What follows belongs to an exercise in optimizing a design on an open flow for a short achievable clock period and few clock cycles; a production flow would make more cautious choices.
Only simulation tests tie the RTL to the original design; equivalence was not proved.
Power and IR drop assume default switching activity.

File: flow/config.mk
export PLATFORM = sky130hd
export DESIGN_NAME = rast
export DESIGN_NICKNAME = rast
export VERILOG_FILES = /design/flow/design.v
export SDC_FILE = /design/flow/constraint.sdc
export NUM_CORES = 4
export LEC_CHECK = 0
export CAP_MARGIN = 20
export CORE_MARGIN = 2
export CORE_UTILIZATION = 40
export SLEW_MARGIN = 20
File: flow/constraint.sdc
create_clock -name core_clock -period 12.5 [get_ports {clk}]
set_input_delay 2.5000 -clock core_clock [delete_from_list [all_inputs] [get_ports {clk}]]
set_output_delay 2.5000 -clock core_clock [all_outputs]
set_load 0.01 [all_outputs]
File: flow/design.v
module rast #(
    parameter W = 320,
    parameter H = 240
) (
    input  wire        clk,
    input  wire        rst,
    input  wire        host_valid,
    input  wire        host_write,
    input  wire [5:0]  host_addr,
    input  wire [15:0] host_wdata,
    output wire        host_ready,
    output reg         host_rvalid,
    output reg  [15:0] host_rdata,
    output wire        px_valid,
    input  wire        px_ready,
    output wire [1:0]  px_kind,
    output wire [15:0] px_x,
    output wire [15:0] px_y,
    output wire [15:0] px_len,
    output wire [15:0] px_color
);
    localparam [1:0] K_PX = 2'd0, K_HRUN = 2'd1, K_VRUN = 2'd2;
    localparam [7:0] OP_PIXEL = 8'h01, OP_HLINE = 8'h02, OP_VLINE = 8'h03,
                     OP_LINE  = 8'h04, OP_RECT  = 8'h05, OP_FRECT = 8'h06,
                     OP_CIRCLE = 8'h08, OP_CIRCLEQ = 8'h09,
                     OP_FCIRCLE = 8'h0A, OP_FCIRCLEQ = 8'h0B,
                     OP_TRI = 8'h10, OP_FTRI = 8'h11;
    localparam [7:0] ST_SUCCESS = 8'd0, ST_BOUNDS = 8'd1, ST_ILLEGAL = 8'd4;
    localparam CW = 20;
    localparam [3:0] E_IDLE   = 4'd0,
                     E_SIMPLE = 4'd1,
                     E_RECT   = 4'd2,
                     E_FRECT  = 4'd3,
                     E_LINE   = 4'd4,
                     E_CIRC   = 4'd5,
                     E_TWAIT  = 4'd6,
                     E_TINIT  = 4'd7,
                     E_TDIV   = 4'd8,
                     E_TPREP  = 4'd9,
                     E_TROW   = 4'd10;
    reg [15:0] r_cmd, r_color;
    reg [7:0]  r_status;
    reg [15:0] r_x0, r_y0, r_x1, r_y1, r_x2, r_y2;
    reg [15:0] r_sw, r_sh, r_r, r_delta;
    wire signed [CW-1:0] sx0    = {{(CW-16){r_x0[15]}}, r_x0};
    wire signed [CW-1:0] sy0    = {{(CW-16){r_y0[15]}}, r_y0};
    wire signed [CW-1:0] sx1    = {{(CW-16){r_x1[15]}}, r_x1};
    wire signed [CW-1:0] sy1    = {{(CW-16){r_y1[15]}}, r_y1};
    wire signed [CW-1:0] sx2    = {{(CW-16){r_x2[15]}}, r_x2};
    wire signed [CW-1:0] sy2    = {{(CW-16){r_y2[15]}}, r_y2};
    wire signed [CW-1:0] ssw    = {{(CW-16){r_sw[15]}}, r_sw};
    wire signed [CW-1:0] ssh    = {{(CW-16){r_sh[15]}}, r_sh};
    wire signed [CW-1:0] sr     = {{(CW-16){r_r[15]}}, r_r};
    wire signed [CW-1:0] sdelta = {{(CW-16){r_delta[15]}}, r_delta};
    wire signed [CW-1:0] WS = W;
    wire signed [CW-1:0] HS = H;
    reg  [3:0] es;                   
    wire       eidle = (es == E_IDLE);
    reg hr;                          
    assign host_ready = hr;
    wire host_acc = host_valid && hr;
    wire [7:0] op = host_wdata[7:0];
    wire [3:0] qm = host_wdata[11:8];
    reg legal;
    always @(*) begin
        legal = 1'b0;
        if (host_wdata[15:12] == 4'd0) begin
            case (op)
                OP_PIXEL, OP_HLINE, OP_VLINE, OP_LINE, OP_RECT, OP_FRECT,
                OP_CIRCLE, OP_FCIRCLE, OP_TRI, OP_FTRI: legal = (qm == 4'd0);
                OP_CIRCLEQ:  legal = 1'b1;
                OP_FCIRCLEQ: legal = (qm[3:2] == 2'd0);
                default:     legal = 1'b0;
            endcase
        end
    end
    wire anchor_in = (sx0 >= 0) && (sx0 < WS) && (sy0 >= 0) && (sy0 < HS);
    wire anchor_op = (op == OP_PIXEL) || (op == OP_HLINE) || (op == OP_VLINE) ||
                     (op == OP_RECT) || (op == OP_FRECT);
    wire cmd_wr = host_acc && host_write && (host_addr == 6'h00);
    wire cmd_go = cmd_wr && legal && !(anchor_op && !anchor_in);
    always @(posedge clk) begin
        if (rst) begin
            host_rvalid <= 1'b0;
            host_rdata  <= 16'd0;
        end else begin
            host_rvalid <= host_acc && !host_write;
            if (host_acc && !host_write) begin
                case (host_addr)
                    6'h00: host_rdata <= r_cmd;
                    6'h01: host_rdata <= {8'd0, r_status};
                    6'h02: host_rdata <= W;
                    6'h03: host_rdata <= H;
                    6'h04: host_rdata <= 16'd0;
                    6'h05: host_rdata <= r_color;
                    6'h08: host_rdata <= r_x0;
                    6'h09: host_rdata <= r_y0;
                    6'h0A: host_rdata <= r_x1;
                    6'h0B: host_rdata <= r_y1;
                    6'h0C: host_rdata <= r_x2;
                    6'h0D: host_rdata <= r_y2;
                    6'h10: host_rdata <= r_sw;
                    6'h11: host_rdata <= r_sh;
                    6'h12: host_rdata <= r_r;
                    6'h15: host_rdata <= r_delta;
                    default: host_rdata <= 16'd0;
                endcase
            end
        end
    end
    always @(posedge clk) begin
        if (rst) begin
            r_cmd    <= 16'd0;
            r_status <= 8'd0;
            r_color  <= 16'd0;
            r_x0 <= 16'd0; r_y0 <= 16'd0; r_x1 <= 16'd0; r_y1 <= 16'd0;
            r_x2 <= 16'd0; r_y2 <= 16'd0;
            r_sw <= 16'd0; r_sh <= 16'd0; r_r <= 16'd0; r_delta <= 16'd0;
        end else if (host_acc && host_write) begin
            case (host_addr)
                6'h00: begin
                    r_cmd <= host_wdata;
                    if (!legal)                       r_status <= ST_ILLEGAL;
                    else if (anchor_op && !anchor_in) r_status <= ST_BOUNDS;
                    else                              r_status <= ST_SUCCESS;
                end
                6'h05: r_color <= host_wdata;
                6'h08: r_x0    <= host_wdata;
                6'h09: r_y0    <= host_wdata;
                6'h0A: r_x1    <= host_wdata;
                6'h0B: r_y1    <= host_wdata;
                6'h0C: r_x2    <= host_wdata;
                6'h0D: r_y2    <= host_wdata;
                6'h10: r_sw    <= host_wdata;
                6'h11: r_sh    <= host_wdata;
                6'h12: r_r     <= host_wdata;
                6'h15: r_delta <= host_wdata;
                default: ;
            endcase
        end
    end
    reg                 p_rempty;
    reg signed [CW-1:0] p_rw, p_rh, p_xr, p_yb;
    wire signed [CW-1:0] rect_xe = sx0 + ssw - 1;
    wire signed [CW-1:0] rect_ye = sy0 + ssh - 1;
    always @(posedge clk) begin
        p_rempty <= (ssw <= 0) || (ssh <= 0);
        p_rw     <= (rect_xe >= WS) ? WS - sx0 : ssw;
        p_rh     <= (rect_ye >= HS) ? HS - sy0 : ssh;
        p_xr     <= (rect_xe >= WS) ? WS - 1 : rect_xe;
        p_yb     <= (rect_ye >= HS) ? HS - 1 : rect_ye;
    end
    wire signed [CW-1:0] l0_a, l0_b, l0_cnt, l0_dy, l0_err, l0_dxmdy;
    wire signed [CW-1:0] l1_a, l1_b, l1_cnt, l1_dy, l1_err, l1_dxmdy;
    wire signed [CW-1:0] l2_a, l2_b, l2_cnt, l2_dy, l2_err, l2_dxmdy;
    wire l0_steep, l0_neg, l1_steep, l1_neg, l2_steep, l2_neg;
    rast_lsetup #(.CW(CW)) u_ls0 (.xa(sx0), .ya(sy0), .xb(sx1), .yb(sy1),
        .a0(l0_a), .b0(l0_b), .cnt(l0_cnt), .dy(l0_dy), .err0(l0_err),
        .dxmdy(l0_dxmdy), .steep(l0_steep), .yneg(l0_neg));
    rast_lsetup #(.CW(CW)) u_ls1 (.xa(sx1), .ya(sy1), .xb(sx2), .yb(sy2),
        .a0(l1_a), .b0(l1_b), .cnt(l1_cnt), .dy(l1_dy), .err0(l1_err),
        .dxmdy(l1_dxmdy), .steep(l1_steep), .yneg(l1_neg));
    rast_lsetup #(.CW(CW)) u_ls2 (.xa(sx2), .ya(sy2), .xb(sx0), .yb(sy0),
        .a0(l2_a), .b0(l2_b), .cnt(l2_cnt), .dy(l2_dy), .err0(l2_err),
        .dxmdy(l2_dxmdy), .steep(l2_steep), .yneg(l2_neg));
    reg signed [CW-1:0] p1_a, p1_b, p1_cnt, p1_dy, p1_err, p1_dxmdy;
    reg signed [CW-1:0] p2_a, p2_b, p2_cnt, p2_dy, p2_err, p2_dxmdy;
    reg                 p1_steep, p1_neg, p2_steep, p2_neg;
    always @(posedge clk) begin
        p1_a <= l1_a; p1_b <= l1_b; p1_cnt <= l1_cnt; p1_dy <= l1_dy;
        p1_err <= l1_err; p1_dxmdy <= l1_dxmdy; p1_steep <= l1_steep; p1_neg <= l1_neg;
        p2_a <= l2_a; p2_b <= l2_b; p2_cnt <= l2_cnt; p2_dy <= l2_dy;
        p2_err <= l2_err; p2_dxmdy <= l2_dxmdy; p2_steep <= l2_steep; p2_neg <= l2_neg;
    end
    wire g01 = sy0 > sy1, g02 = sy0 > sy2, g12 = sy1 > sy2;
    wire g10 = sy1 > sy0, g20 = sy2 > sy0, g21 = sy2 > sy1;
    wire s2  = g01 ? g02 : g12;
    reg  [1:0] i0, i1, i2;
    always @(*) begin
        case ({g01, s2})
            2'b00: begin i0 = 2'd0; i1 = 2'd1; i2 = 2'd2; end
            2'b01: begin
                if (g02) begin i0 = 2'd2; i1 = 2'd0; end else begin i0 = 2'd0; i1 = 2'd2; end
                i2 = 2'd1;
            end
            2'b10: begin
                if (g10) begin i0 = 2'd0; i1 = 2'd1; end else begin i0 = 2'd1; i1 = 2'd0; end
                i2 = 2'd2;
            end
            default: begin
                if (g12) begin i0 = 2'd2; i1 = 2'd1; end else begin i0 = 2'd1; i1 = 2'd2; end
                i2 = 2'd0;
            end
        endcase
    end
    function signed [CW-1:0] pick3;
        input [1:0] i;
        input signed [CW-1:0] a, b, c;
        pick3 = (i == 2'd0) ? a : (i == 2'd1) ? b : c;
    endfunction
    reg signed [CW-1:0] t_x0, t_y0, t_x1, t_y1, t_x2, t_y2;      
    always @(posedge clk) begin
        t_x0 <= pick3(i0, sx0, sx1, sx2); t_y0 <= pick3(i0, sy0, sy1, sy2);
        t_x1 <= pick3(i1, sx0, sx1, sx2); t_y1 <= pick3(i1, sy0, sy1, sy2);
        t_x2 <= pick3(i2, sx0, sx1, sx2); t_y2 <= pick3(i2, sy0, sy1, sy2);
    end
    reg                 q_flat, q_uempty, q_swen;
    reg signed [CW-1:0] q_minx, q_maxx, q_x0, q_x1, q_y0, q_y2, q_y1m1;
    reg [15:0]          q_n01, q_n02, q_n12, q_d01, q_d02, q_d12;
    reg                 q_neg01, q_neg02, q_neg12;
    wire signed [CW-1:0] t_dx01 = t_x1 - t_x0, t_dx02 = t_x2 - t_x0, t_dx12 = t_x2 - t_x1;
    wire signed [CW-1:0] t_mx01 = t_x0 - t_x1, t_mx02 = t_x0 - t_x2, t_mx12 = t_x1 - t_x2;
    wire signed [CW-1:0] t_dy01 = t_y1 - t_y0, t_dy02 = t_y2 - t_y0, t_dy12 = t_y2 - t_y1;
    wire signed [CW-1:0] t_min01 = (t_x0 < t_x1) ? t_x0 : t_x1;
    wire signed [CW-1:0] t_max01 = (t_x0 > t_x1) ? t_x0 : t_x1;
    always @(posedge clk) begin
        q_flat   <= (t_y0 == t_y2);
        q_uempty <= (t_y0 == t_y1);
        q_swen   <= (t_y1 != t_y2);
        q_minx   <= (t_min01 < t_x2) ? t_min01 : t_x2;
        q_maxx   <= (t_max01 > t_x2) ? t_max01 : t_x2;
        q_x0     <= t_x0;
        q_x1     <= t_x1;
        q_y0     <= t_y0;
        q_y2     <= t_y2;
        q_y1m1   <= t_y1 - 1;
        q_neg01  <= t_dx01[CW-1];
        q_neg02  <= t_dx02[CW-1];
        q_neg12  <= t_dx12[CW-1];
        q_n01    <= t_dx01[CW-1] ? t_mx01[15:0] : t_dx01[15:0];
        q_n02    <= t_dx02[CW-1] ? t_mx02[15:0] : t_dx02[15:0];
        q_n12    <= t_dx12[CW-1] ? t_mx12[15:0] : t_dx12[15:0];
        q_d01    <= t_dy01[15:0];
        q_d02    <= t_dy02[15:0];
        q_d12    <= t_dy12[15:0];
    end
    wire [15:0] q_nor = q_n01 | q_n02 | q_n12;
    reg  [4:0]  q_bits;
    integer bi;
    always @(*) begin
        q_bits = 5'd0;
        for (bi = 0; bi < 16; bi = bi + 1)
            if (q_nor[bi]) q_bits = bi + 1;
    end
    reg [7:0] c_op;
    reg [3:0] c_qm;
    reg                 E_v;
    reg [1:0]           E_k;
    reg signed [CW-1:0] E_x, E_y, E_n;
    reg                 go;              
    reg [1:0]           rk;
    reg signed [CW-1:0] fi;
    reg signed [CW-1:0] la, lb, lerr, lcnt, ldy, ldxmdy;
    reg                 lsteep, lneg;
    reg [1:0]           lseg;
    reg signed [CW-1:0] sg_x, sg_y, sg_f, sg_A, sg_B, sg_d;
    reg                 sgv;
    reg signed [CW-1:0] c_delta;
    reg                 pbv, cfirst;
    reg [8:0]           pb_x [0:3];      
    reg [7:0]           pb_y [0:3];      
    reg [3:0]           pb_xi, pb_yi;    
    reg signed [CW-1:0] pb_lx, pb_ly;    
    reg [8:0]           pe_x [0:7];
    reg [7:0]           pe_y [0:7];
    reg signed [CW-1:0] pe_n [0:3];
    reg [7:0]           pe_m;
    reg [4:0]           dv_i;
    reg [15:0]          dv_n01, dv_n02, dv_n12, dv_d01, dv_d02, dv_d12;
    reg [15:0]          dv_r01, dv_r02, dv_r12, dv_q01, dv_q02, dv_q12;
    reg signed [CW-1:0] ta, ta1, tb, tb1, ty;
    reg signed [CW-1:0] ta_s0, ta_s1, ta_rs, ta_rsd, ta_r;
    reg signed [CW-1:0] tb_s0, tb_s1, tb_rs, tb_rsd, tb_r;
    reg signed [CW-1:0] tc_s0, tc_s1, tc_rs, tc_rsd;           
    reg                 tup;
    wire l_aout = lsteep ? (la >= HS) : (la >= WS);
    wire l_bout = lneg ? (lb < 0) : (lsteep ? (lb >= WS) : (lb >= HS));
    wire l_term = l_aout || l_bout;
    wire l_last = l_term || (lcnt == 0);
    wire signed [CW-1:0] l_en = lerr - ldy;
    wire signed [CW-1:0] l_ep = lerr + ldxmdy;
    wire signed [CW-1:0] bx = eidle ? {CW{1'b0}} : sg_x;
    wire signed [CW-1:0] by = eidle ? sr : sg_y;
    wire signed [CW-1:0] bd = eidle ? {CW{1'b0}} : c_delta;
    wire signed [CW-1:0] b_xp = sx0 + bx, b_xm = sx0 - bx, b_xq = sx0 + by, b_xn = sx0 - by;
    wire signed [CW-1:0] b_yp = sy0 + by, b_ym = sy0 - by, b_yq = sy0 + bx, b_yn = sy0 - bx;
    function xon;
        input signed [CW-1:0] v;
        xon = (v >= 0) && (v < W);
    endfunction
    function yon;
        input signed [CW-1:0] v;
        yon = (v >= 0) && (v < H);
    endfunction
    wire sg_ge = (sg_f >= 0);
    wire c_fill = c_op[1];                   
    wire c_isq  = c_op[0];                   
    reg  [8:0] t_sx [0:7];
    reg  [7:0] t_sy [0:7];
    reg  [7:0] t_m;
    wire [3:0] fq = c_isq ? c_qm : 4'd3;
    always @(*) begin
        if (!c_isq && !c_fill) begin         
            t_sx[0] = pb_x[0]; t_sy[0] = pb_y[0]; t_m[0] = pb_xi[0] & pb_yi[0];
            t_sx[1] = pb_x[1]; t_sy[1] = pb_y[0]; t_m[1] = pb_xi[1] & pb_yi[0];
            t_sx[2] = pb_x[0]; t_sy[2] = pb_y[1]; t_m[2] = pb_xi[0] & pb_yi[1];
            t_sx[3] = pb_x[1]; t_sy[3] = pb_y[1]; t_m[3] = pb_xi[1] & pb_yi[1];
            t_sx[4] = pb_x[2]; t_sy[4] = pb_y[2]; t_m[4] = pb_xi[2] & pb_yi[2];
            t_sx[5] = pb_x[3]; t_sy[5] = pb_y[2]; t_m[5] = pb_xi[3] & pb_yi[2];
            t_sx[6] = pb_x[2]; t_sy[6] = pb_y[3]; t_m[6] = pb_xi[2] & pb_yi[3];
            t_sx[7] = pb_x[3]; t_sy[7] = pb_y[3]; t_m[7] = pb_xi[3] & pb_yi[3];
            if (cfirst) t_m = t_m & 8'b0011_0101;
        end else if (!c_fill) begin          
            t_sx[0] = pb_x[0]; t_sy[0] = pb_y[0]; t_m[0] = pb_xi[0] & pb_yi[0] & c_qm[2];
            t_sx[1] = pb_x[2]; t_sy[1] = pb_y[2]; t_m[1] = pb_xi[2] & pb_yi[2] & c_qm[2];
            t_sx[2] = pb_x[0]; t_sy[2] = pb_y[1]; t_m[2] = pb_xi[0] & pb_yi[1] & c_qm[1];
            t_sx[3] = pb_x[2]; t_sy[3] = pb_y[3]; t_m[3] = pb_xi[2] & pb_yi[3] & c_qm[1];
            t_sx[4] = pb_x[3]; t_sy[4] = pb_y[2]; t_m[4] = pb_xi[3] & pb_yi[2] & c_qm[3];
            t_sx[5] = pb_x[1]; t_sy[5] = pb_y[0]; t_m[5] = pb_xi[1] & pb_yi[0] & c_qm[3];
            t_sx[6] = pb_x[3]; t_sy[6] = pb_y[3]; t_m[6] = pb_xi[3] & pb_yi[3] & c_qm[0];
            t_sx[7] = pb_x[1]; t_sy[7] = pb_y[1]; t_m[7] = pb_xi[1] & pb_yi[1] & c_qm[0];
            if (cfirst) t_m = 8'd0;
        end else begin                       
            t_sx[0] = pb_x[0]; t_sy[0] = pb_y[1]; t_m[0] = pb_xi[0] & pb_yi[1] & (pb_ly > 0) & fq[0];
            t_sx[1] = pb_x[2]; t_sy[1] = pb_y[3]; t_m[1] = pb_xi[2] & pb_yi[3] & (pb_lx > 0) & fq[0];
            t_sx[2] = pb_x[1]; t_sy[2] = pb_y[1]; t_m[2] = pb_xi[1] & pb_yi[1] & (pb_ly > 0) & fq[1];
            t_sx[3] = pb_x[3]; t_sy[3] = pb_y[3]; t_m[3] = pb_xi[3] & pb_yi[3] & (pb_lx > 0) & fq[1];
            t_sx[4] = 9'd0; t_sy[4] = 8'd0; t_m[4] = 1'b0;
            t_sx[5] = 9'd0; t_sy[5] = 8'd0; t_m[5] = 1'b0;
            t_sx[6] = 9'd0; t_sy[6] = 8'd0; t_m[6] = 1'b0;
            t_sx[7] = 9'd0; t_sy[7] = 8'd0; t_m[7] = 1'b0;
            if (cfirst) t_m = c_isq ? 8'd0 : (t_m & 8'b0000_0001);
        end
    end
    wire [7:0] pe_low  = pe_m & (~pe_m + 8'd1);
    wire [7:0] pe_rest = pe_m & ~pe_low;
    wire       pe_take = (pe_rest == 8'd0);
    reg  [8:0] pe_ex;
    reg  [7:0] pe_ey;
    reg  signed [CW-1:0] pe_en;
    integer pi;
    always @(*) begin
        pe_ex = 9'd0; pe_ey = 8'd0; pe_en = {CW{1'b0}};
        for (pi = 0; pi < 8; pi = pi + 1) begin
            pe_ex = pe_ex | ({9{pe_low[pi]}} & pe_x[pi]);
            pe_ey = pe_ey | ({8{pe_low[pi]}} & pe_y[pi]);
        end
        for (pi = 0; pi < 4; pi = pi + 1)
            pe_en = pe_en | ({CW{pe_low[pi]}} & pe_n[pi]);
    end
    wire [16:0] dv_s01 = {dv_r01, dv_n01[dv_i]};
    wire [16:0] dv_s02 = {dv_r02, dv_n02[dv_i]};
    wire [16:0] dv_s12 = {dv_r12, dv_n12[dv_i]};
    wire        dv_g01 = dv_s01 >= {1'b0, dv_d01};
    wire        dv_g02 = dv_s02 >= {1'b0, dv_d02};
    wire        dv_g12 = dv_s12 >= {1'b0, dv_d12};
    wire [16:0] dv_t01 = dv_s01 - {1'b0, dv_d01};
    wire [16:0] dv_t02 = dv_s02 - {1'b0, dv_d02};
    wire [16:0] dv_t12 = dv_s12 - {1'b0, dv_d12};
    wire signed [CW-1:0] ta_u = ta_r + ta_rsd;
    wire signed [CW-1:0] tb_u = tb_r + tb_rsd;
    wire                 ta_c = (ta_u >= 0);
    wire                 tb_c = (tb_u >= 0);
    wire                 t_alt = (ta < tb);
    wire signed [CW-1:0] t_nab = tb1 - ta;
    wire signed [CW-1:0] t_nba = ta1 - tb;
    function signed [CW-1:0] ext16;
        input [15:0] v;
        ext16 = {{(CW-16){1'b0}}, v};
    endfunction
    always @(posedge clk) begin
        if (rst) begin
            es  <= E_IDLE;
            E_v <= 1'b0;
        end else begin
            E_v <= 1'b0;
            case (es)
            E_IDLE: begin
                if (cmd_go) begin
                    case (op)
                        OP_PIXEL, OP_HLINE, OP_VLINE: es <= E_SIMPLE;
                        OP_RECT:                      es <= E_RECT;
                        OP_FRECT:                     es <= E_FRECT;
                        OP_LINE, OP_TRI:              es <= E_LINE;
                        OP_FTRI:                      es <= E_TWAIT;
                        default:                      es <= E_CIRC;
                    endcase
                end
            end
            E_SIMPLE: if (go) begin
                E_v <= 1'b1;
                es  <= E_IDLE;
            end
            E_RECT: if (go) begin
                E_v <= !p_rempty;
                if (p_rempty || rk == 2'd3) es <= E_IDLE;
            end
            E_FRECT: if (go) begin
                E_v <= !p_rempty;
                if (p_rempty || fi == p_xr) es <= E_IDLE;
            end
            E_LINE: if (go) begin
                E_v <= !l_term;
                if (l_last && !(c_op == OP_TRI && lseg != 2'd2)) es <= E_IDLE;
            end
            E_CIRC: if (go) begin
                E_v <= (pe_m != 8'd0);
                if (pe_take && !pbv) es <= E_IDLE;
            end
            E_TWAIT: es <= E_TINIT;
            E_TINIT: if (go) begin
                if (q_flat) begin
                    E_v <= 1'b1;
                    es  <= E_IDLE;
                end else begin
                    es  <= (q_bits == 5'd0) ? E_TPREP : E_TDIV;
                end
            end
            E_TDIV: if (dv_i == 5'd0) es <= E_TPREP;
            E_TPREP: es <= E_TROW;
            E_TROW: if (go) begin
                E_v <= (ty < HS);
                if (ty >= HS || ty == q_y2) es <= E_IDLE;
            end
            default: es <= E_IDLE;
            endcase
        end
    end
    integer si;
    always @(posedge clk) begin
        if (eidle) begin
            c_op  <= op;
            c_qm  <= qm;
            c_delta <= (op == OP_FCIRCLEQ) ? sdelta : {CW{1'b0}};
            rk    <= 2'd0;
            fi    <= sx0;
            la <= l0_a; lb <= l0_b; lcnt <= l0_cnt; ldy <= l0_dy;
            lerr <= l0_err; ldxmdy <= l0_dxmdy; lsteep <= l0_steep; lneg <= l0_neg;
            lseg <= 2'd0;
            cfirst <= 1'b1;
            pbv    <= 1'b1;
            pe_m   <= 8'd0;
            sg_x <= 1;
            if (sr <= 1) begin
                sg_y <= sr - 1;
                sg_f <= 6 - 3 * sr;
                sg_A <= 9 - 2 * sr;
                sg_d <= sr - 2;
            end else begin
                sg_y <= sr;
                sg_f <= 4 - sr;
                sg_A <= 7 - 2 * sr;
                sg_d <= sr - 1;
            end
            sg_B <= 5;
            sgv  <= (sr > 0);
        end
        if (eidle || (es == E_CIRC && go && pe_take)) begin
            pb_x[0] <= b_xp[8:0]; pb_x[1] <= b_xm[8:0]; pb_x[2] <= b_xq[8:0]; pb_x[3] <= b_xn[8:0];
            pb_y[0] <= b_yp[7:0]; pb_y[1] <= b_ym[7:0]; pb_y[2] <= b_yq[7:0]; pb_y[3] <= b_yn[7:0];
            pb_xi <= {xon(b_xn), xon(b_xq), xon(b_xm), xon(b_xp)};
            pb_yi <= {yon(b_yn), yon(b_yq), yon(b_ym), yon(b_yp)};
            pb_lx <= 2 * bx + 1 + bd;
            pb_ly <= 2 * by + 1 + bd;
        end
        case (es)
        E_SIMPLE: if (go) begin
            E_x <= sx0; E_y <= sy0;
            case (c_op)
                OP_HLINE: begin E_k <= K_HRUN; E_n <= ssw; end
                OP_VLINE: begin E_k <= K_VRUN; E_n <= ssh; end
                default:  begin E_k <= K_PX;   E_n <= 1;   end
            endcase
        end
        E_RECT: if (go) begin
            case (rk)
                2'd0: begin E_k <= K_HRUN; E_x <= sx0;  E_y <= sy0;  E_n <= p_rw; end
                2'd1: begin E_k <= K_HRUN; E_x <= sx0;  E_y <= p_yb; E_n <= p_rw; end
                2'd2: begin E_k <= K_VRUN; E_x <= sx0;  E_y <= sy0;  E_n <= p_rh; end
                default: begin E_k <= K_VRUN; E_x <= p_xr; E_y <= sy0; E_n <= p_rh; end
            endcase
            rk <= rk + 1;
        end
        E_FRECT: if (go) begin
            E_k <= K_VRUN; E_x <= fi; E_y <= sy0; E_n <= p_rh;
            fi  <= fi + 1;
        end
        E_LINE: if (go) begin
            E_k <= K_PX; E_n <= 1;
            E_x <= lsteep ? lb : la;
            E_y <= lsteep ? la : lb;
            if (!l_last) begin
                la   <= la + 1;
                lcnt <= lcnt - 1;
                if (l_en < 0) begin
                    lb   <= lneg ? lb - 1 : lb + 1;
                    lerr <= l_ep;
                end else begin
                    lerr <= l_en;
                end
            end else if (lseg == 2'd0) begin
                la <= p1_a; lb <= p1_b; lcnt <= p1_cnt; ldy <= p1_dy;
                lerr <= p1_err; ldxmdy <= p1_dxmdy; lsteep <= p1_steep; lneg <= p1_neg;
                lseg <= 2'd1;
            end else begin
                la <= p2_a; lb <= p2_b; lcnt <= p2_cnt; ldy <= p2_dy;
                lerr <= p2_err; ldxmdy <= p2_dxmdy; lsteep <= p2_steep; lneg <= p2_neg;
                lseg <= 2'd2;
            end
        end
        E_CIRC: if (go) begin
            E_k <= c_fill ? K_VRUN : K_PX;
            E_x <= {{(CW-9){1'b0}}, pe_ex};
            E_y <= {{(CW-8){1'b0}}, pe_ey};
            E_n <= c_fill ? pe_en : 1;
            if (pe_take) begin
                if (pbv) begin
                    for (si = 0; si < 8; si = si + 1) begin
                        pe_x[si] <= t_sx[si];
                        pe_y[si] <= t_sy[si];
                    end
                    pe_n[0] <= pb_ly; pe_n[1] <= pb_lx; pe_n[2] <= pb_ly; pe_n[3] <= pb_lx;
                    pe_m <= t_m;
                end else begin
                    pe_m <= 8'd0;
                end
                cfirst <= 1'b0;
                pbv    <= sgv;
                sgv    <= sgv && (sg_d > 0);
                sg_x   <= sg_x + 1;
                sg_y   <= sg_ge ? sg_y - 1 : sg_y;
                sg_f   <= sg_f + (sg_ge ? sg_A : sg_B);
                sg_A   <= sg_A + (sg_ge ? 4 : 2);
                sg_B   <= sg_B + 2;
                sg_d   <= sg_d - (sg_ge ? 2 : 1);
            end else begin
                pe_m <= pe_rest;
            end
        end
        E_TINIT: begin
            E_k <= K_HRUN; E_x <= q_minx; E_y <= q_y0; E_n <= q_maxx - q_minx + 1;
            dv_i   <= q_bits - 1;
            dv_n01 <= q_n01; dv_n02 <= q_n02; dv_n12 <= q_n12;
            dv_d01 <= q_d01; dv_d02 <= q_d02; dv_d12 <= q_d12;
            dv_r01 <= 16'd0; dv_r02 <= 16'd0; dv_r12 <= 16'd0;
            dv_q01 <= 16'd0; dv_q02 <= 16'd0; dv_q12 <= 16'd0;
            ty  <= q_y0;
            tup <= !q_uempty;
            ta  <= q_uempty ? q_x1 : q_x0;
            ta1 <= q_uempty ? q_x1 + 1 : q_x0 + 1;
            tb  <= q_x0;
            tb1 <= q_x0 + 1;
            ta_r <= 0; tb_r <= 0;
        end
        E_TDIV: begin
            dv_i   <= dv_i - 1;
            dv_r01 <= dv_g01 ? dv_t01[15:0] : dv_s01[15:0];
            dv_r02 <= dv_g02 ? dv_t02[15:0] : dv_s02[15:0];
            dv_r12 <= dv_g12 ? dv_t12[15:0] : dv_s12[15:0];
            dv_q01 <= {dv_q01[14:0], dv_g01};
            dv_q02 <= {dv_q02[14:0], dv_g02};
            dv_q12 <= {dv_q12[14:0], dv_g12};
        end
        E_TPREP: begin
            tb_s0  <= q_neg02 ? -ext16(dv_q02) : ext16(dv_q02);
            tb_s1  <= q_neg02 ? -ext16(dv_q02) - 1 : ext16(dv_q02) + 1;
            tb_rs  <= ext16(dv_r02);
            tb_rsd <= ext16(dv_r02) - ext16(dv_d02);
            tc_s0  <= q_neg12 ? -ext16(dv_q12) : ext16(dv_q12);
            tc_s1  <= q_neg12 ? -ext16(dv_q12) - 1 : ext16(dv_q12) + 1;
            tc_rs  <= ext16(dv_r12);
            tc_rsd <= ext16(dv_r12) - ext16(dv_d12);
            if (q_uempty) begin
                ta_s0  <= q_neg12 ? -ext16(dv_q12) : ext16(dv_q12);
                ta_s1  <= q_neg12 ? -ext16(dv_q12) - 1 : ext16(dv_q12) + 1;
                ta_rs  <= ext16(dv_r12);
                ta_rsd <= ext16(dv_r12) - ext16(dv_d12);
            end else begin
                ta_s0  <= q_neg01 ? -ext16(dv_q01) : ext16(dv_q01);
                ta_s1  <= q_neg01 ? -ext16(dv_q01) - 1 : ext16(dv_q01) + 1;
                ta_rs  <= ext16(dv_r01);
                ta_rsd <= ext16(dv_r01) - ext16(dv_d01);
            end
        end
        E_TROW: if (go) begin
            E_k <= K_HRUN;
            E_x <= t_alt ? ta : tb;
            E_y <= ty;
            E_n <= t_alt ? t_nab : t_nba;
            ty  <= ty + 1;
            tb   <= tb  + (tb_c ? tb_s1 : tb_s0);
            tb1  <= tb1 + (tb_c ? tb_s1 : tb_s0);
            tb_r <= tb_c ? tb_u : tb_r + tb_rs;
            if (tup && ty == q_y1m1 && q_swen) begin
                tup    <= 1'b0;
                ta     <= q_x1;
                ta1    <= q_x1 + 1;
                ta_r   <= 0;
                ta_s0  <= tc_s0;
                ta_s1  <= tc_s1;
                ta_rs  <= tc_rs;
                ta_rsd <= tc_rsd;
            end else begin
                ta   <= ta  + (ta_c ? ta_s1 : ta_s0);
                ta1  <= ta1 + (ta_c ? ta_s1 : ta_s0);
                ta_r <= ta_c ? ta_u : ta_r + ta_rs;
            end
        end
        default: ;
        endcase
    end
    wire e_xin = (E_x >= 0) && (E_x < WS);
    wire e_yin = (E_y >= 0) && (E_y < HS);
    wire signed [CW-1:0] e_wmx = WS - E_x;
    wire signed [CW-1:0] e_hmy = HS - E_y;
    wire c_vis = E_v && e_xin && e_yin && ((E_k == K_PX) || (E_n > 0));
    reg  [8:0] c_len;
    always @(*) begin
        case (E_k)
            K_HRUN:  c_len = (E_n > e_wmx) ? e_wmx[8:0] : E_n[8:0];
            K_VRUN:  c_len = (E_n > e_hmy) ? e_hmy[8:0] : E_n[8:0];
            default: c_len = 9'd1;
        endcase
    end
    wire [27:0] c_item = {E_k, E_x[8:0], E_y[7:0], c_len};
    localparam QD = 8;
    reg [27:0] o_item;
    reg        ov;
    reg [27:0] qmem [0:QD-1];
    reg [2:0]  q_rp, q_wp;
    reg [3:0]  q_n;
    wire o_take = !ov || px_ready;
    wire q_pop  = o_take && (q_n != 4'd0);
    wire q_push = c_vis && !(o_take && (q_n == 4'd0));
    always @(posedge clk) begin
        if (rst) begin
            ov   <= 1'b0;
            q_rp <= 3'd0;
            q_wp <= 3'd0;
            q_n  <= 4'd0;
            go   <= 1'b1;
        end else begin
            if (o_take) begin
                if (q_n != 4'd0) begin
                    o_item <= qmem[q_rp];
                    ov     <= 1'b1;
                end else if (c_vis) begin
                    o_item <= c_item;
                    ov     <= 1'b1;
                end else begin
                    ov     <= 1'b0;
                end
            end
            if (q_push) begin
                qmem[q_wp] <= c_item;
                q_wp       <= q_wp + 1;
            end
            if (q_pop) q_rp <= q_rp + 1;
            q_n <= q_n + {3'd0, q_push} - {3'd0, q_pop};
            go  <= (q_n <= 4'd4);
        end
    end
    always @(posedge clk) begin
        if (rst)
            hr <= 1'b1;
        else if (cmd_go)
            hr <= 1'b0;
        else
            hr <= eidle && !E_v && (q_n == 4'd0) && (!ov || px_ready);
    end
    assign px_valid = ov;
    assign px_kind  = o_item[27:26];
    assign px_x     = {7'd0, o_item[25:17]};
    assign px_y     = {8'd0, o_item[16:9]};
    assign px_len   = {7'd0, o_item[8:0]};
    assign px_color = r_color;
endmodule
module rast_lsetup #(
    parameter CW = 20
) (
    input  wire signed [CW-1:0] xa, ya, xb, yb,
    output wire signed [CW-1:0] a0, b0, cnt, dy, err0, dxmdy,
    output wire                 steep, yneg
);
    wire signed [CW-1:0] dxr  = xb - xa;
    wire signed [CW-1:0] dyr  = yb - ya;
    wire signed [CW-1:0] ndxr = xa - xb;
    wire signed [CW-1:0] ndyr = ya - yb;
    wire signed [CW-1:0] adx  = dxr[CW-1] ? ndxr : dxr;
    wire signed [CW-1:0] ady  = dyr[CW-1] ? ndyr : dyr;
    wire signed [CW-1:0] amb  = adx - ady;
    wire signed [CW-1:0] bma  = ady - adx;
    assign steep = amb[CW-1];
    wire swap = steep ? dyr[CW-1] : dxr[CW-1];
    assign a0  = steep ? (swap ? yb : ya) : (swap ? xb : xa);
    assign b0  = steep ? (swap ? xb : xa) : (swap ? yb : ya);
    assign cnt = steep ? ady : adx;
    assign dy  = steep ? adx : ady;
    assign err0 = cnt >>> 1;
    assign dxmdy = steep ? bma : amb;
    wire signed [CW-1:0] md  = steep ? dxr : dyr;
    wire signed [CW-1:0] nmd = steep ? ndxr : ndyr;
    wire signed [CW-1:0] bd  = swap ? nmd : md;
    assign yneg = !(bd > 0);
endmodule
File: flow/run.sh
#!/bin/bash
# synth_recipe.tcl (not shown) runs the flow's synth.tcl, then flattens the netlist and writes it again
# the make line also repeats each setting of config.mk as NAME=value (left out here)
make -C /OpenROAD-flow-scripts/flow DESIGN_CONFIG=/design/flow/config.mk WORK_HOME=/design/flow/orfs CLKGATE_MAP_FILE= SYNTH_SCRIPT=/design/flow/synth_recipe.tcl finish
==> summary.txt <==
## area by class of cell
type,count,share of cell area
clock buffer,363,0.0456
multi-input combinational,12458,0.528
tap,4994,0.0376
antenna,29,0.000436
sequential,2225,0.339
clock inverter,107,0.00665
inverter,1058,0.0240
timing repair buffer,362,0.0184
## state kept, by name, indices dropped and copies added (netlist names), 28 cells and up, named ones only
name / count
qmem: 224
pe_x: 52
pb_y: 30
pe_y: 60
pe_n: 39
o_item: 28
pb_x: 34
## metrics by stage
step | utilization | hold slack, ps | setup slack (ps) | area (um2)
4_1_cts | 0.442 | 354 | 4250 | 166000
3_5_place_dp | 0.419 | 351 | 4340 | 157000
5_1_grt | 0.442 | 360 | 3770 | 166000
3_3_place_gp | 0.419 | 335 | 4350 | 157000
6_report | 0.442 | 355 | 4100 | 166000
2_1_floorplan | - | 331 | 264 | 151000
## cell families after synthesis
| group | after synthesis | synth area share |
|---|---|---|
| compound gates | 4329 | 0.186 |
| xor+xnor | 1053 | 0.0612 |
| fa+ha+maj | 1339 | 0.114 |
| buf+inv | 1936 | 0.0497 |
| flops | 2225 | 0.373 |
| mux | 879 | 0.0683 |
| other cells | 1 | 0.0000248 |
| simple gates | 4836 | 0.149 |
## power by group through the flow
stage	Clock, mW	Combinational, mW	Sequential [mW]
after floorplan	0	6.80	9.48
after global placement	0	9.89	9.81
after detailed placement	0	9.95	9.83
after CTS	8.00	9.99	9.68
after global routing	8.26	10.9	9.77
final	7.92	10.3	9.71
## path summary, 6_finish.rpt
path	startpoint	endpoint	slack (ps)	cells past startpoint
worst max-delay path	r_x0[3]	lb[14]	4100	20
worst min register to register	t_y2[0]	q_y2[0]	360	0
worst min-delay path	t_y2[0]	q_y2[0]	360	0
worst max register to register	r_x0[3]	lb[14]	4100	20
## placed cells by master (no fill, tap or decap), types with 74 or more instances in the layout
cell type and n:
a21boi_0 74, nor3_1 403, a211oi_1 138, o211ai_1 114
nand3_1 300, a22oi_1 104, ha_1 1273, nor2b_1 195
o22ai_1 121, nand2b_1 148, xnor2_1 669, a31oi_1 208
mux2i_1 599, a21oi_1 1265, buf_4 256, o21ai_0 841
xor2_1 379, mux4_2 104, nor4_1 130, inv_1 1039
edfxtp_1 1177, clkdlybuf4s50_1 88, mux2_2 159, nor2_1 1206
o21bai_1 106, clkbuf_16 280, a21o_1 331, and3_1 189
a221o_1 100, o21a_1 97, dfxtp_1 1040, and2_1 94
nand4_1 132, nand2_1 1641, or3_1 132, a221oi_1 125
## metal layers
metal	vias to the layer above	wire, um	GRT usage
li1	59711	-	-
met1	63144	250000	0.402
met2	6429	245000	0.434
met3	1395	61900	0.0773
met4	34	33900	0.145
met5	-	325	0
==> impl_metrics.toml <==
[outcome]
status = "timing/DRC/antenna clean"

[floorplanning]
die_area_um2 = 383000
initial_utilization = 0.402
io_pins = 112
rows = 225
fp.dieW_um = 619
die_h_um = 619
design.core.area_um2 = 376000

[critical_path]
cp_max_fo = 44
crit_path_cell_trace = "clkinv_1 > ha_1 > and3_1 > a221oi_4 > a211o_1 > nand2_1 > mux2i_1 > inv_1 > ha_1 > a21o_1 > a21o_1 > a2111o_1 > nand2_1 > mux2i_1 > or2_2 > nor2_8 > buf_4 > mux4_2 > and2_1 > a221o_1"
required_ps = 13280
path_class = "register to register"
startpoint_type = "register"
max_stage_delay_ps = 750
critPathBufInv = 3
arrival_ps = 9190
endpoint_kind = "register"
critPathTopFamily = "simple AND/OR/NAND/NOR gates"
critPathSlowestCell = "mux2i_1"

[sta]
fmax_ghz = 0.119
final_max_slew_viol_count = 0
tns_ps = 0
final_hold_viol_count = 0
setup_viol = 0
min_period_ps = 8400
max_slew_margin = 0.130
rsz0062_at_grt = "no"
fin_crit_sh = 0.672
skew_ps = 49.0
worst_slew_pin_slew_ps = 1290

[synth]
async_flop_share = 0
synth_edf_count = 1177
synth_cells = 16598
synth-seq-area-share = 0.373
yosysUniqueCellTypes = 120
ys_seq_elements = 2225
yosys.area.top_type = "edfxtp_1"
yosys-top-cells-area = "edfxtp_1 (23%), dfxtp_1 (14%), ha_1 (11%)"
synth_warnings = 8
synth_most_common_cell = "nand2_1"
syn_avg_cell_area_um2 = 9.11
syn_area_um2 = 151000
synth_flop_cell = "edfxtp_1"
yosysTopAreaCellShare = 0.234
synth.top_cells.by_count = "nand2_1 (1647), ha_1 (1273), a21oi_1 (1271), nor2_1 (1224), edfxtp_1 (1177)"

[detailed_routing]
wl_per_cell_um = 27.3
drcViolationCount = 0
drt-total-wl_mm = 591
first_pass_iters = 7
drtIter0Drc = 16583
vias = 130713
ant_nets = 0
viasPerCell = 6.05

[power]
internal-power_mw = 17.1
clkPwrFrac = 0.284
powerDensity_nw_per_um2 = 168
sw_frac_of_total = 0.388
power_mw = 27.9
seq_power_share = 0.348
p_leak_nw = 67.6
vdd_drop_max_mv = 0.340
combinationalPowerShare = 0.368
p_sw_mw = 10.8

[final_layout]
syn2layout_area_growth_pct = 9.99
seq_area_um2 = 56300
drive_above_1_share = 0.0702
instances_no_fill = 21596
fillers = 36194
multi_input_area_um2 = 87900
finalNetCount = 17732

[clock_tree]
clockBufferDepth = 4
cts_max_level = 5
tritoncts = "yes"
cts_setup_buffers = 0
cts_inserted_buffers = 263
clkTransAtPathRegs_ps = 60
clk_latency_ps = 930
root_buffer = "clkbuf_16"
postCtsResizedCells = 0
cts.sinks = 2225
hold_buffers = 0

[global_routing]
grt.total_usage = 0.296
grt-ovfl-total = 0
grt_pass1_wl_mm = 840
grt_max_degree = 184
grt_pass1_vias = 120015
antenna_found_initial = 60

[flow_run]
maxCapViolCount = 0

[place]
place_hpwl_mm = 440
io_buffers = 89
gp_congestion = 1.03
place_inst = 21091

[min_path]
hp-class = "register to register"
Testbench counts, summed over its fixed seeds: cycles 29,984.

[what the ideal ports hide]
How much do the figures lean on ideal ports? The routed layout below was timed once more, with nothing changed but the port constraints. Step 1: set_driving_cell puts a clkbuf_16 on clk and a buf_2 on each other input, an assumption about the parent block. Step 2 adds t to the input delays and takes it off the output delays; t is the mean of the earliest and latest rising clock arrival at the registers after step 1. Input paths then give back, and output paths get back, about the clock's delay inside the block. Slacks: ideal / step 1 / step 2; pairs: ideal / step 1.
t (ns): 1.024
setup WS [ns]: 4.096 / 4.096 / 4.096
worst setup path after step 2: register to register
clock arrival spread, ns: 0.051 / 0.051
After both steps this run still meets setup and hold. The setup slack of this run moves by 0.000 ns with the drivers and by 0.000 ns with both steps.
